What follows belongs to an exercise in optimizing a design on an open flow for small area, a short achievable clock period and few clock cycles per item; a production flow would make more cautious choices.
The RTL was checked by simulation tests, not by an equivalence proof against the original design.
No activity file was given, so power comes from the tool's default toggle rates.

== the baseline ==
Design saturating_counter_array, start of the top module:
module saturating_counter_array (
    input  wire        clk,
    input  wire        rst,             
    input  wire        cmd_valid,
    output wire        cmd_ready,
    input  wire [3:0]  cmd_op,
    input  wire [31:0] cmd_addr,
    output wire        rsp_valid,
    output wire [2:0]  rsp_status,
    output wire [11:0] rsp_data,
    output wire        fault_o,
    output wire [4:0]  peer_rd_idx,
    input  wire [31:0] peer_rd_data,
    input  wire [15:0] peer_size,
    input  wire [7:0]  peer_counter_width,
    input  wire [15:0] peer_threshold,
    input  wire [7:0]  peer_offset_bits,
    input  wire [3:0]  peer_num_masks,
    input  wire [23:0] peer_mask_lsbs,    
    input  wire [23:0] peer_mask_sizes    
);
Size: roughly 3,500 cells after synthesis, roughly 1,200 flip-flops, ~190 I/O pins, about 48,000 um^2 of cells after synthesis.
==> flow/config.mk <==
export PLATFORM = sky130hd
export DESIGN_NAME = saturating_counter_array
export DESIGN_NICKNAME = saturating_counter_array
export VERILOG_FILES = /design/flow/design.v
export SDC_FILE = /design/flow/constraint.sdc
export NUM_CORES = 4
export LEC_CHECK = 0
export CAP_MARGIN = 20
export CORE_MARGIN = 2
export CORE_UTILIZATION = 45
export CTS_CLUSTER_DIAMETER = 100
export CTS_CLUSTER_SIZE = 30
export PLACE_DENSITY = 0.6
export SETUP_SLACK_MARGIN = 5
export SLEW_MARGIN = 20
==> flow/constraint.sdc <==
create_clock -name core_clock -period 9.0 [get_ports {clk}]
set_input_delay 1.8000 -clock core_clock [delete_from_list [all_inputs] [get_ports {clk}]]
set_output_delay 1.8000 -clock core_clock [all_outputs]
set_load 0.01 [all_outputs]
standard.sh (not shown) runs the stock make flow with config.mk's settings and CLKGATE_MAP_FILE= SYNTH_SCRIPT=/design/flow/synth_recipe.tcl, a recipe that flattens the netlist after the stock synthesis.
==> flow/flow/run.sh <==
#!/bin/bash
# The standard layout, with one change: the port buffers that placement
# inserts on every input and output use buf_2 instead of the default cell.
set -euo pipefail
export BUFFER_PORTS_ARGS="-buffer_cell sky130_fd_sc_hd__buf_2"
bash standard.sh > standard_flow.log 2>&1
Testbench counts of the baseline, summed over its fixed seeds: cycles 20,328, commands 12,000.
The inputs of the candidate differ from those of the baseline as listed below.
- a deleted CTS_CLUSTER_SIZE that had been 30
- a deleted CTS_CLUSTER_DIAMETER that had been 100
- an added TNS_END_PERCENT of 0
Notes after the runs:
According to the power report, total power for the candidate is higher than for the baseline. Against the baseline, final standard cell count with taps included and fillers excluded in the candidate rose slightly. The candidate: met3 routing resource usage after global routing is 3.6 points higher than what the baseline reported. Transition at the pin with the smallest max-transition slack in the candidate is 0.043 ns above the baseline. The kind of critical path comes out flip-flop to flip-flop in one run and input port to flip-flop in the other, namely in the candidate and the baseline respectively. Comparing required arrival time at the worst endpoint for the baseline and the candidate, the smaller number came from the baseline. Changes observed in the candidate relative to the baseline: number of distinct library cell variants in the gate-level netlist after synthesis did not really move; leakage power figure went up about 1.1%.

---

saturating_counter_array, a different RTL version from the one above (not shown whole).
// saturating_counter_array
module saturating_counter_array (
    input  wire        clk,
    input  wire        rst,             
    input  wire        cmd_valid,
    output wire        cmd_ready,
    input  wire [3:0]  cmd_op,
    input  wire [31:0] cmd_addr,
    output wire        rsp_valid,
    output wire [2:0]  rsp_status,
    output wire [11:0] rsp_data,
    output wire        fault_o,
    output wire [4:0]  peer_rd_idx,
    input  wire [31:0] peer_rd_data,
    input  wire [15:0] peer_size,
    input  wire [7:0]  peer_counter_width,
    input  wire [15:0] peer_threshold,
    input  wire [7:0]  peer_offset_bits,
    input  wire [3:0]  peer_num_masks,
    input  wire [23:0] peer_mask_lsbs,    
    input  wire [23:0] peer_mask_sizes    
);
    localparam [2:0] ST_OK       = 3'd0;
    localparam [2:0] ST_ILLEGAL  = 3'd1;
    localparam [2:0] ST_COMPAT   = 3'd3;
    localparam [2:0] ST_HALTED   = 3'd4;
    reg [1023:0] cnt;             
    reg          fault_q;
    reg          merging_q;       
    reg [7:0]    idx_q;           
    reg [4:0]    nb_q;            
    reg          ready_q;         
    reg [31:0]   word_q;          
    reg          set_q, unset_q, clr_q;      
    reg          get_q, isset_q, tot_q;      
    reg [11:0]   total_q;         
    reg [19:0]   pair_q;          
    reg          pv_q;            
    reg [6:0]    dsum_q;          
    reg          totw_q;          
    reg [31:0]   peer_q;          
    reg          rsp_valid_q;
    reg [2:0]    rsp_status_q;
    wire   last        = merging_q & (idx_q[7:3] == 5'd31);    
    wire   cont        = merging_q & ~last;                   
    assign cmd_ready   = ready_q;      
    assign rsp_valid   = rsp_valid_q;
    assign rsp_status  = rsp_status_q;
    assign fault_o     = fault_q;
    assign peer_rd_idx = merging_q ? nb_q : 5'd0;
  ...
export LEC_CHECK = 0
export CAP_MARGIN = 20
export CORE_MARGIN = 2
export CORE_UTILIZATION = 45
export CTS_CLUSTER_DIAMETER = 100
export CTS_CLUSTER_SIZE = 30
export PLACE_DENSITY = 0.6
export SETUP_SLACK_MARGIN = 5
export SLEW_MARGIN = 20
create_clock -name core_clock -period 9.0 [get_ports {clk}]
Scripts as last shown in full above: flow/flow/run.sh
The baseline ran to the end with no violations.
Testbench counts at the start, summed over its fixed seeds: cycles 20,328, commands 12,000.
Then changed:
TNS_END_PERCENT = 0   (was default)
Total power fell by a few percent.
First-iteration DRC count falls by a little under a tenth.
Area after synthesis does not change.
Die area does not change.
Non-clock buffer count falls by 175.
Via count decreases by a few percent.
Cell area goes down by a few percent.
Worst hold slack is about the same.

-- re-timing with driven ports --
The results above use ideal ports. As a check the final layouts listed here were re-extracted and re-timed, cells and wires unchanged. Step 1 (the two cells are an assumption about what drives the block):
set clk [get_ports {clk}]
set_driving_cell -lib_cell sky130_fd_sc_hd__clkbuf_16 $clk
set_driving_cell -lib_cell sky130_fd_sc_hd__buf_2 [delete_from_list [all_inputs] $clk]
Step 2 also shifts input and output timing later by t, the mid clock arrival at the registers, as if the neighbouring blocks saw the same clock. Three values: ideal, step 1, step 2; two values: the first two.
run | shift t [ns] | setup WS [ns] | worst setup path after step 2
the baseline | 0.752 | 4.494 / 4.518 / 3.766 | input to register
the candidate | 0.786 | 4.386 / 4.386 / 3.661 | input to register
the first run of note 2 | 0.746 | 4.536 / 4.572 / 3.826 | input to register
the second run of note 2 | 0.744 | 4.451 / 4.500 / 3.756 | input to register
After both steps setup and hold are still met in every run listed. For the baseline, which loses most, drivers alone change the setup slack by +0.024 ns; drivers and shift together by -0.728 ns.
